What follows belongs to an exercise in optimizing a design on an open flow for small area, a short achievable clock period and few clock cycles per item; a production flow would make more cautious choices.
In this exercise RTL edits were held to simulation tests only and were not proved equivalent to the original.

==> exp/violet: inputs <==
==> flow/design.v <==
module pdi_nearest (
    input  wire        clk,
    input  wire        rst,         
    input  wire        pal_we,
    input  wire [5:0]  pal_waddr,
    input  wire [23:0] pal_wdata,   
    input  wire        q_valid,
    output reg         q_ready,
    input  wire [23:0] q_color,     
    input  wire [5:0]  q_first,
    input  wire [6:0]  q_num,
    output reg         r_valid,
    output reg  [5:0]  r_index,
    output reg  [3:0]  r_err        
);
    localparam [3:0] ERR_NONE     = 4'd0;
    localparam [3:0] ERR_BADPAL   = 4'd7;
    localparam [3:0] ERR_EMPTYPAL = 4'd9;
    localparam P = 16;              
    reg [23:0] pal [0:63];
    reg        w_en;
    reg [5:0]  w_addr;
    reg [23:0] w_data;
    always @(posedge clk) begin
        w_en   <= pal_we & ~rst;
        w_addr <= pal_waddr;
        w_data <= pal_wdata;
        if (w_en)
            pal[w_addr] <= w_data;
    end
    reg        cur_v;
    reg [23:0] cur_color;
    reg [5:0]  cur_first;
    reg [6:0]  cur_num;
    reg [1:0]  cur_pass;        
    reg [1:0]  cur_end;         
    reg        cur_last;        
    reg        cur_start;       
    reg [3:0]  cur_err;
    wire [6:0] q_numm1  = q_num - 7'd1;
    wire       q_bad    = q_num > 7'd64;
    wire       q_empty  = {1'b0, q_first} >= q_num;
    wire cur_v_n    = rst ? 1'b0 : (q_ready ? q_valid : cur_v);
    wire cur_last_n = q_ready ? (q_bad || q_empty || (q_first[5:4] == q_numm1[5:4]))
                              : (cur_pass + 2'd1 == cur_end);
    always @(posedge clk) begin
        q_ready <= !cur_v_n || cur_last_n;
        if (q_ready) begin
            cur_color <= q_color;
            cur_first <= q_first;
            cur_num   <= q_num;
            cur_pass  <= q_first[5:4];
            cur_end   <= q_numm1[5:4];
            cur_start <= 1'b1;
            if (q_bad)
                cur_err <= ERR_BADPAL;
            else if (q_empty)
                cur_err <= ERR_EMPTYPAL;
            else
                cur_err <= ERR_NONE;
        end else begin
            cur_pass  <= cur_pass + 2'd1;
            cur_start <= 1'b0;
        end
        cur_last <= cur_last_n;
        cur_v    <= cur_v_n;
    end
    reg        s0_v;
    reg        s0_last, s0_start;
    reg [3:0]  s0_err;
    reg [1:0]  s0_pass;
    reg [23:0] s0_color;
    always @(posedge clk) begin
        s0_last  <= cur_last;
        s0_start <= cur_start;
        s0_err   <= cur_err;
        s0_pass  <= cur_pass;
        s0_color <= cur_color;
        s0_v     <= rst ? 1'b0 : cur_v;
    end
    reg        s1_v, s2_v, s3_v, s4_v, s5_v;
    reg        s1_last, s2_last, s3_last, s4_last, s5_last;
    reg        s1_start, s2_start, s3_start, s4_start, s5_start;
    reg [3:0]  s1_err, s2_err, s3_err, s4_err, s5_err;
    reg [1:0]  s1_pass, s2_pass, s3_pass, s4_pass, s5_pass;
    always @(posedge clk) begin
        s1_last <= s0_last;   s1_start <= s0_start;   s1_err <= s0_err;   s1_pass <= s0_pass;
        s2_last <= s1_last;   s2_start <= s1_start;   s2_err <= s1_err;   s2_pass <= s1_pass;
        s3_last <= s2_last;   s3_start <= s2_start;   s3_err <= s2_err;   s3_pass <= s2_pass;
        s4_last <= s3_last;   s4_start <= s3_start;   s4_err <= s3_err;   s4_pass <= s3_pass;
        s5_last <= s4_last;   s5_start <= s4_start;   s5_err <= s4_err;   s5_pass <= s4_pass;
        if (rst) begin
            s1_v <= 1'b0; s2_v <= 1'b0; s3_v <= 1'b0; s4_v <= 1'b0; s5_v <= 1'b0;
        end else begin
            s1_v <= s0_v; s2_v <= s1_v; s3_v <= s2_v; s4_v <= s3_v; s5_v <= s4_v;
        end
    end
    wire [7:0] qr = s0_color[7:0];
    wire [7:0] qg = s0_color[15:8];
    wire [7:0] qb = s0_color[23:16];
    wire [27:0] ed [0:P-1];
    reg  [P-1:0] s3_ok;
    genvar i;
    generate
        for (i = 0; i < P; i = i + 1) begin : ent
            wire [3:0]  ii = i;
            wire [5:0]  e  = {cur_pass, ii};
            reg  [23:0] pe;
            reg         s0_ok;
            always @(posedge clk) begin
                pe    <= pal[e];
                s0_ok <= (cur_err == ERR_NONE) && (e >= cur_first) && ({1'b0, e} < cur_num);
            end
            wire [7:0]  pr = pe[7:0];
            wire [7:0]  pg = pe[15:8];
            wire [7:0]  pb = pe[23:16];
            wire [8:0]  xr = {1'b0, qr} - {1'b0, pr};
            wire [8:0]  xg = {1'b0, qg} - {1'b0, pg};
            wire [8:0]  xb = {1'b0, qb} - {1'b0, pb};
            wire [8:0]  rs = {1'b0, qr} + {1'b0, pr};
            reg [7:0] s1_dr, s1_dg, s1_db, s1_rm;
            reg       s1_ok;
            always @(posedge clk) begin
                s1_dr <= (xr[7:0] ^ {8{xr[8]}}) + {7'd0, xr[8]};
                s1_dg <= (xg[7:0] ^ {8{xg[8]}}) + {7'd0, xg[8]};
                s1_db <= (xb[7:0] ^ {8{xb[8]}}) + {7'd0, xb[8]};
                s1_rm <= rs[8:1];
                s1_ok <= s0_ok;
            end
            wire [15:0] u, w, v;
            sq8 sq_r (.d(s1_dr), .q(u));
            sq8 sq_g (.d(s1_dg), .q(w));
            sq8 sq_b (.d(s1_db), .q(v));
            reg [15:0] s2_u, s2_w, s2_v2;
            reg [7:0]  s2_rm;
            reg        s2_ok;
            always @(posedge clk) begin
                s2_u  <= u;
                s2_w  <= w;
                s2_v2 <= v;
                s2_rm <= s1_rm;
                s2_ok <= s1_ok;
            end
            wire [15:0] m0 = s2_rm[0] ? s2_u : s2_v2;
            wire [15:0] m1 = s2_rm[1] ? s2_u : s2_v2;
            wire [15:0] m2 = s2_rm[2] ? s2_u : s2_v2;
            wire [15:0] m3 = s2_rm[3] ? s2_u : s2_v2;
            wire [15:0] m4 = s2_rm[4] ? s2_u : s2_v2;
            wire [15:0] m5 = s2_rm[5] ? s2_u : s2_v2;
            wire [15:0] m6 = s2_rm[6] ? s2_u : s2_v2;
            wire [15:0] m7 = s2_rm[7] ? s2_u : s2_v2;
            wire [27:0] d = {3'd0, s2_u, 9'd0} + {3'd0, s2_v2, 9'd0} + {2'd0, s2_w, 10'd0}
                          + {12'd0, m0} + {11'd0, m1, 1'd0} + {10'd0, m2, 2'd0} + {9'd0, m3, 3'd0}
                          + {8'd0, m4, 4'd0} + {7'd0, m5, 5'd0} + {6'd0, m6, 6'd0} + {5'd0, m7, 7'd0};
            reg [27:0] s3_d;
            always @(posedge clk) begin
                s3_d     <= d;
                s3_ok[i] <= s2_ok;
            end
            assign ed[i] = s3_d;
        end
    endgenerate
    wire [27:0] l1_d [0:7];
    wire [3:0]  l1_i [0:7];
    wire [7:0]  l1_ok;
    wire [27:0] l2_d [0:3];
    wire [3:0]  l2_i [0:3];
    wire [3:0]  l2_ok;
    generate
        for (i = 0; i < 8; i = i + 1) begin : lv1
            wire pick = s3_ok[2*i+1] && (!s3_ok[2*i] || (ed[2*i+1] < ed[2*i]));
            assign l1_d[i]  = pick ? ed[2*i+1] : ed[2*i];
            assign l1_i[i]  = pick ? (2*i+1) : (2*i);
            assign l1_ok[i] = s3_ok[2*i+1] || s3_ok[2*i];
        end
        for (i = 0; i < 4; i = i + 1) begin : lv2
            wire pick = l1_ok[2*i+1] && (!l1_ok[2*i] || (l1_d[2*i+1] < l1_d[2*i]));
            assign l2_d[i]  = pick ? l1_d[2*i+1] : l1_d[2*i];
            assign l2_i[i]  = pick ? l1_i[2*i+1] : l1_i[2*i];
            assign l2_ok[i] = l1_ok[2*i+1] || l1_ok[2*i];
        end
    endgenerate
    reg [27:0] s4_d [0:3];
    reg [3:0]  s4_i [0:3];
    reg [3:0]  s4_ok;
    always @(posedge clk) begin
        s4_d[0] <= l2_d[0]; s4_d[1] <= l2_d[1]; s4_d[2] <= l2_d[2]; s4_d[3] <= l2_d[3];
        s4_i[0] <= l2_i[0]; s4_i[1] <= l2_i[1]; s4_i[2] <= l2_i[2]; s4_i[3] <= l2_i[3];
        s4_ok   <= l2_ok;
    end
    wire        p3a = s4_ok[1] && (!s4_ok[0] || (s4_d[1] < s4_d[0]));
    wire [27:0] l3a_d  = p3a ? s4_d[1] : s4_d[0];
    wire [3:0]  l3a_i  = p3a ? s4_i[1] : s4_i[0];
    wire        l3a_ok = s4_ok[1] || s4_ok[0];
    wire        p3b = s4_ok[3] && (!s4_ok[2] || (s4_d[3] < s4_d[2]));
    wire [27:0] l3b_d  = p3b ? s4_d[3] : s4_d[2];
    wire [3:0]  l3b_i  = p3b ? s4_i[3] : s4_i[2];
    wire        l3b_ok = s4_ok[3] || s4_ok[2];
    wire        p4 = l3b_ok && (!l3a_ok || (l3b_d < l3a_d));
    reg [27:0] s5_d;
    reg [3:0]  s5_i;
    reg        s5_ok;
    always @(posedge clk) begin
        s5_d  <= p4 ? l3b_d : l3a_d;
        s5_i  <= p4 ? l3b_i : l3a_i;
        s5_ok <= l3b_ok || l3a_ok;
    end
    reg [27:0] acc_d;
    reg [5:0]  acc_i;
    reg        acc_ok;
    wire       take  = s5_start || (s5_ok && (!acc_ok || (s5_d < acc_d)));
    wire [5:0] new_i = take ? {s5_pass, s5_i} : acc_i;
    always @(posedge clk) begin
        if (take) begin
            acc_d  <= s5_d;
            acc_i  <= {s5_pass, s5_i};
            acc_ok <= s5_ok;
        end
        r_index <= (s5_err == ERR_NONE) ? new_i : 6'd0;
        r_err   <= s5_err;
        if (rst)
            r_valid <= 1'b0;
        else
            r_valid <= s5_v && s5_last;
    end
endmodule
module sq8 (
    input  wire [7:0]  d,
    output wire [15:0] q
);
    wire [15:0] t0 = d[0] ? {6'b0, d[7:1], 2'b01}        : 16'd0;
    wire [15:0] t1 = d[1] ? {5'b0, d[7:2], 2'b01, 2'b0}  : 16'd0;
    wire [15:0] t2 = d[2] ? {4'b0, d[7:3], 2'b01, 4'b0}  : 16'd0;
    wire [15:0] t3 = d[3] ? {3'b0, d[7:4], 2'b01, 6'b0}  : 16'd0;
    wire [15:0] t4 = d[4] ? {2'b0, d[7:5], 2'b01, 8'b0}  : 16'd0;
    wire [15:0] t5 = d[5] ? {1'b0, d[7:6], 2'b01, 10'b0} : 16'd0;
    wire [15:0] t6 = d[6] ? {d[7], 2'b01, 12'b0}         : 16'd0;
    wire [15:0] t7 = d[7] ? {2'b01, 14'b0}               : 16'd0;
    assign q = t0 + t1 + t2 + t3 + t4 + t5 + t6 + t7;
endmodule
==> flow/flow/run.sh <==
#!/bin/bash
# Standard layout, with repair_timing aiming for slack beyond the default margin.
set -euo pipefail
bash standard.sh SETUP_SLACK_MARGIN=14 finish > standard_flow.log 2>&1
==> flow/standard.sh <==
#!/bin/bash
# synth_recipe.tcl (not shown) runs the flow's synth.tcl, then flattens the netlist and writes it again
# the make line also repeats each setting of config.mk as NAME=value (left out here)
make -C /OpenROAD-flow-scripts/flow DESIGN_CONFIG=/design/flow/config.mk WORK_HOME=/design/flow/orfs CLKGATE_MAP_FILE= SYNTH_SCRIPT=/design/flow/synth_recipe.tcl "${@:-finish}"
==> flow/config.mk <==
export PLATFORM = sky130hd
export DESIGN_NAME = pdi_nearest
export DESIGN_NICKNAME = pdi_nearest
export VERILOG_FILES = /design/flow/design.v
export SDC_FILE = /design/flow/constraint.sdc
export NUM_CORES = 4
export LEC_CHECK = 0
export CAP_MARGIN = 20
export CORE_MARGIN = 2
export CORE_UTILIZATION = 40
export CTS_CLUSTER_DIAMETER = 80
export CTS_CLUSTER_SIZE = 25
export SLEW_MARGIN = 20
==> flow/constraint.sdc <==
create_clock -name core_clock -period 20.0 [get_ports {clk}]
set_input_delay 4.0000 -clock core_clock [delete_from_list [all_inputs] [get_ports {clk}]]
set_output_delay 4.0000 -clock core_clock [all_outputs]
set_load 0.01 [all_outputs]
==> exp/fjord: changes against exp/violet <==
==> flow/design.v, changed modules only <==
module pdi_nearest (
    input  wire        clk,
    input  wire        rst,         
    input  wire        pal_we,
    input  wire [5:0]  pal_waddr,
    input  wire [23:0] pal_wdata,   
    input  wire        q_valid,
    output wire        q_ready,
    input  wire [23:0] q_color,     
    input  wire [5:0]  q_first,
    input  wire [6:0]  q_num,
    output reg         r_valid,
    output reg  [5:0]  r_index,
    output reg  [3:0]  r_err        
);
    localparam [3:0] ERR_NONE     = 4'd0;
    localparam [3:0] ERR_BADPAL   = 4'd7;
    localparam [3:0] ERR_EMPTYPAL = 4'd9;
    localparam P = 16;              
    reg [23:0] pal [0:63];
    reg        w_en;
    reg [5:0]  w_addr;
    reg [23:0] w_data;
    always @(posedge clk) begin
        w_en   <= pal_we & ~rst;
        w_addr <= pal_waddr;
        w_data <= pal_wdata;
        if (w_en)
            pal[w_addr] <= w_data;
    end
    reg        ir_v;
    reg [23:0] ir_color;
    reg [5:0]  ir_first;
    reg [6:0]  ir_num;
    reg        cur_v;
    reg [23:0] cur_color;
    reg [5:0]  cur_first;
    reg [6:0]  cur_num;
    reg [1:0]  cur_pass;        
    reg [1:0]  cur_end;         
    reg        cur_last;        
    reg        cur_start;       
    reg [3:0]  cur_err;
    wire cur_adv = !cur_v || cur_last;
    assign q_ready = !ir_v || cur_adv;
    wire [6:0] ir_numm1  = ir_num - 7'd1;
    wire       ir_bad    = ir_num > 7'd64;
    wire       ir_empty  = {1'b0, ir_first} >= ir_num;
    always @(posedge clk) begin
        if (q_ready) begin
            ir_color <= q_color;
            ir_first <= q_first;
            ir_num   <= q_num;
        end
        if (cur_adv) begin
            cur_color <= ir_color;
            cur_first <= ir_first;
            cur_num   <= ir_num;
            cur_pass  <= ir_first[5:4];
            cur_end   <= ir_numm1[5:4];
            cur_start <= 1'b1;
            if (ir_bad) begin
                cur_err  <= ERR_BADPAL;
                cur_last <= 1'b1;
            end else if (ir_empty) begin
                cur_err  <= ERR_EMPTYPAL;
                cur_last <= 1'b1;
            end else begin
                cur_err  <= ERR_NONE;
                cur_last <= (ir_first[5:4] == ir_numm1[5:4]);
            end
        end else begin
            cur_pass  <= cur_pass + 2'd1;
            cur_last  <= (cur_pass + 2'd1 == cur_end);
            cur_start <= 1'b0;
        end
        if (rst) begin
            ir_v  <= 1'b0;
            cur_v <= 1'b0;
        end else begin
            if (q_ready) ir_v <= q_valid;
            if (cur_adv) cur_v <= ir_v;
        end
    end
    reg        s1_v, s2_v, s3_v, s4_v, s5_v;
    reg        s1_last, s2_last, s3_last, s4_last, s5_last;
    reg        s1_start, s2_start, s3_start, s4_start, s5_start;
    reg [3:0]  s1_err, s2_err, s3_err, s4_err, s5_err;
    reg [1:0]  s1_pass, s2_pass, s3_pass, s4_pass, s5_pass;
    always @(posedge clk) begin
        s1_last <= cur_last;  s1_start <= cur_start;  s1_err <= cur_err;  s1_pass <= cur_pass;
        s2_last <= s1_last;   s2_start <= s1_start;   s2_err <= s1_err;   s2_pass <= s1_pass;
        s3_last <= s2_last;   s3_start <= s2_start;   s3_err <= s2_err;   s3_pass <= s2_pass;
        s4_last <= s3_last;   s4_start <= s3_start;   s4_err <= s3_err;   s4_pass <= s3_pass;
        s5_last <= s4_last;   s5_start <= s4_start;   s5_err <= s4_err;   s5_pass <= s4_pass;
        if (rst) begin
            s1_v <= 1'b0; s2_v <= 1'b0; s3_v <= 1'b0; s4_v <= 1'b0; s5_v <= 1'b0;
        end else begin
            s1_v <= cur_v; s2_v <= s1_v; s3_v <= s2_v; s4_v <= s3_v; s5_v <= s4_v;
        end
    end
    wire [7:0] qr = cur_color[7:0];
    wire [7:0] qg = cur_color[15:8];
    wire [7:0] qb = cur_color[23:16];
    wire [27:0] ed [0:P-1];
    reg  [P-1:0] s3_ok;
    genvar i;
    generate
        for (i = 0; i < P; i = i + 1) begin : ent
            wire [3:0]  ii = i;
            wire [5:0]  e  = {cur_pass, ii};
            wire [23:0] pe = pal[e];
            wire [7:0]  pr = pe[7:0];
            wire [7:0]  pg = pe[15:8];
            wire [7:0]  pb = pe[23:16];
            wire [8:0]  xr = {1'b0, qr} - {1'b0, pr};
            wire [8:0]  xg = {1'b0, qg} - {1'b0, pg};
            wire [8:0]  xb = {1'b0, qb} - {1'b0, pb};
            wire [8:0]  rs = {1'b0, qr} + {1'b0, pr};
            wire        ok = (cur_err == ERR_NONE) && (e >= cur_first) && ({1'b0, e} < cur_num);
            reg [7:0] s1_dr, s1_dg, s1_db, s1_rm;
            reg       s1_ok;
            always @(posedge clk) begin
                s1_dr <= (xr[7:0] ^ {8{xr[8]}}) + {7'd0, xr[8]};
                s1_dg <= (xg[7:0] ^ {8{xg[8]}}) + {7'd0, xg[8]};
                s1_db <= (xb[7:0] ^ {8{xb[8]}}) + {7'd0, xb[8]};
                s1_rm <= rs[8:1];
                s1_ok <= ok;
            end
            wire [15:0] u, w, v;
            sq8 sq_r (.d(s1_dr), .q(u));
            sq8 sq_g (.d(s1_dg), .q(w));
            sq8 sq_b (.d(s1_db), .q(v));
            reg [15:0] s2_u, s2_w, s2_v2;
            reg [7:0]  s2_rm;
            reg        s2_ok;
            always @(posedge clk) begin
                s2_u  <= u;
                s2_w  <= w;
                s2_v2 <= v;
                s2_rm <= s1_rm;
                s2_ok <= s1_ok;
            end
            wire [15:0] m0 = s2_rm[0] ? s2_u : s2_v2;
            wire [15:0] m1 = s2_rm[1] ? s2_u : s2_v2;
            wire [15:0] m2 = s2_rm[2] ? s2_u : s2_v2;
            wire [15:0] m3 = s2_rm[3] ? s2_u : s2_v2;
            wire [15:0] m4 = s2_rm[4] ? s2_u : s2_v2;
            wire [15:0] m5 = s2_rm[5] ? s2_u : s2_v2;
            wire [15:0] m6 = s2_rm[6] ? s2_u : s2_v2;
            wire [15:0] m7 = s2_rm[7] ? s2_u : s2_v2;
            wire [27:0] d = {3'd0, s2_u, 9'd0} + {3'd0, s2_v2, 9'd0} + {2'd0, s2_w, 10'd0}
                          + {12'd0, m0} + {11'd0, m1, 1'd0} + {10'd0, m2, 2'd0} + {9'd0, m3, 3'd0}
                          + {8'd0, m4, 4'd0} + {7'd0, m5, 5'd0} + {6'd0, m6, 6'd0} + {5'd0, m7, 7'd0};
            reg [27:0] s3_d;
            always @(posedge clk) begin
                s3_d     <= d;
                s3_ok[i] <= s2_ok;
            end
            assign ed[i] = s3_d;
        end
    endgenerate
    wire [27:0] l1_d [0:7];
    wire [3:0]  l1_i [0:7];
    wire [7:0]  l1_ok;
    wire [27:0] l2_d [0:3];
    wire [3:0]  l2_i [0:3];
    wire [3:0]  l2_ok;
    generate
        for (i = 0; i < 8; i = i + 1) begin : lv1
            wire pick = s3_ok[2*i+1] && (!s3_ok[2*i] || (ed[2*i+1] < ed[2*i]));
            assign l1_d[i]  = pick ? ed[2*i+1] : ed[2*i];
            assign l1_i[i]  = pick ? (2*i+1) : (2*i);
            assign l1_ok[i] = s3_ok[2*i+1] || s3_ok[2*i];
        end
        for (i = 0; i < 4; i = i + 1) begin : lv2
            wire pick = l1_ok[2*i+1] && (!l1_ok[2*i] || (l1_d[2*i+1] < l1_d[2*i]));
            assign l2_d[i]  = pick ? l1_d[2*i+1] : l1_d[2*i];
            assign l2_i[i]  = pick ? l1_i[2*i+1] : l1_i[2*i];
            assign l2_ok[i] = l1_ok[2*i+1] || l1_ok[2*i];
        end
    endgenerate
    reg [27:0] s4_d [0:3];
    reg [3:0]  s4_i [0:3];
    reg [3:0]  s4_ok;
    always @(posedge clk) begin
        s4_d[0] <= l2_d[0]; s4_d[1] <= l2_d[1]; s4_d[2] <= l2_d[2]; s4_d[3] <= l2_d[3];
        s4_i[0] <= l2_i[0]; s4_i[1] <= l2_i[1]; s4_i[2] <= l2_i[2]; s4_i[3] <= l2_i[3];
        s4_ok   <= l2_ok;
    end
    wire        p3a = s4_ok[1] && (!s4_ok[0] || (s4_d[1] < s4_d[0]));
    wire [27:0] l3a_d  = p3a ? s4_d[1] : s4_d[0];
    wire [3:0]  l3a_i  = p3a ? s4_i[1] : s4_i[0];
    wire        l3a_ok = s4_ok[1] || s4_ok[0];
    wire        p3b = s4_ok[3] && (!s4_ok[2] || (s4_d[3] < s4_d[2]));
    wire [27:0] l3b_d  = p3b ? s4_d[3] : s4_d[2];
    wire [3:0]  l3b_i  = p3b ? s4_i[3] : s4_i[2];
    wire        l3b_ok = s4_ok[3] || s4_ok[2];
    wire        p4 = l3b_ok && (!l3a_ok || (l3b_d < l3a_d));
    reg [27:0] s5_d;
    reg [3:0]  s5_i;
    reg        s5_ok;
    always @(posedge clk) begin
        s5_d  <= p4 ? l3b_d : l3a_d;
        s5_i  <= p4 ? l3b_i : l3a_i;
        s5_ok <= l3b_ok || l3a_ok;
    end
    reg [27:0] acc_d;
    reg [5:0]  acc_i;
    reg        acc_ok;
    wire       take  = s5_start || (s5_ok && (!acc_ok || (s5_d < acc_d)));
    wire [5:0] new_i = take ? {s5_pass, s5_i} : acc_i;
    always @(posedge clk) begin
        if (take) begin
            acc_d  <= s5_d;
            acc_i  <= {s5_pass, s5_i};
            acc_ok <= s5_ok;
        end
        r_index <= (s5_err == ERR_NONE) ? new_i : 6'd0;
        r_err   <= s5_err;
        if (rst)
            r_valid <= 1'b0;
        else
            r_valid <= s5_v && s5_last;
    end
endmodule
==> flow/run.sh (new file) <==
#!/bin/bash
# synth_recipe.tcl (not shown) runs the flow's synth.tcl, then flattens the netlist and writes it again
# the make line also repeats each setting of config.mk as NAME=value (left out here)
make -C /OpenROAD-flow-scripts/flow DESIGN_CONFIG=/design/flow/config.mk WORK_HOME=/design/flow/orfs CLKGATE_MAP_FILE= SYNTH_SCRIPT=/design/flow/synth_recipe.tcl finish
Settings changed: CTS_CLUSTER_DIAMETER 80 to default, CTS_CLUSTER_SIZE 25 to default.
removed: flow/flow/run.sh
removed: flow/standard.sh
==> key figures <==
Synthesis
  – Fraction of synthesized cell area in xor and xnor cells: under 10%
  – Area fraction in compound gates after synthesis: under 10%
  – Yosys top cell area share: between 15 and 20%

Finish
  – Multi-input combinational cell count: 17018
  – Count of fill cells added during filler insertion: 66981

GRT
  – Total global-route track usage: 20.8%
  – Wire length of the first global-routing pass: 1160000 um

Place
  – Standard cell area after detailed placement: slightly above 0.3 mm2
  – Dpl hpwl: ~590000 um

Setup path
  – Last element of the critical path: s4_d[3][10]
  – Cell-by-cell listing of the critical path: inv_1 > ha_1 > nand4_1 > or4_1 > a2bb2oi_1 > o211ai_1 > buf_4 > mux2i_1 > inv_1 > ha_1 > nand4_1 > nor2_1 > nand4_1 > or4_1 > nor3_1 > a211o_2 > mux2i_1

Route
  – Detailed-route wire length per cell: between 20 and 25 um

Status
  – Outcome: timing/DRC/antenna clean

STA
  – Hold Slack: around 0.28 ns
[end of results for exp/violet]
==> key figures <==
Route
  – Detailed-route wire length per cell: ~22 um

Synthesis
  – Yosys top cell area share: 17.6%
  – Area fraction in compound gates after synthesis: 7.80%
  – Fraction of synthesized cell area in xor and xnor cells: under 10%

Place
  – Dpl hpwl: between 500000 and 600000 um

Setup path
  – Last element of the critical path: ent[1].s1_dg[6]

Finish
  – Count of fill cells added during filler insertion: ~65000

Status
  – Outcome: timing/DRC/antenna clean
[end of results for exp/fjord]
Testbench counts of exp/violet, summed over its fixed seeds: cycles 7,952, items 3,072.
Testbench counts of exp/fjord, summed over its fixed seeds: cycles 7,952, items 3,072.

-- afterwards: timing with drivers on the ports --
The results above use ideal ports. As a check the final layouts listed here were re-extracted and re-timed, cells and wires unchanged. Step 1 (the two cells are an assumption about what drives the block):
set clk [get_ports {clk}]
set_driving_cell -lib_cell sky130_fd_sc_hd__clkbuf_16 $clk
set_driving_cell -lib_cell sky130_fd_sc_hd__buf_2 [delete_from_list [all_inputs] $clk]
Step 2 times the ports against the registers' clock, not the clock port: input delays grow and output delays shrink by t, the midpoint of the rising clock arrivals with the driver on. a / b / c = no drivers / after step 1 / after step 2; a / b = the first two.
| run | t (ns) | slack for setup (ns) | worst setup path at the end | latest minus earliest clock arrival (ns) | worst slew at a driven data input, ns |
|---|---|---|---|---|---|
| exp/violet | 1.153 | 14.022 / 13.984 / 12.998 | input to register | 0.122 / 0.121 | 0.51 |
| exp/fjord | 1.150 | 12.804 / 12.804 / 12.804 | register to register | 0.102 / 0.103 | 0.10 |
After both steps every run listed still meets setup and hold. The setup slack of exp/violet, which loses most, moves by -0.038 ns with the drivers and by -1.024 ns with both steps.
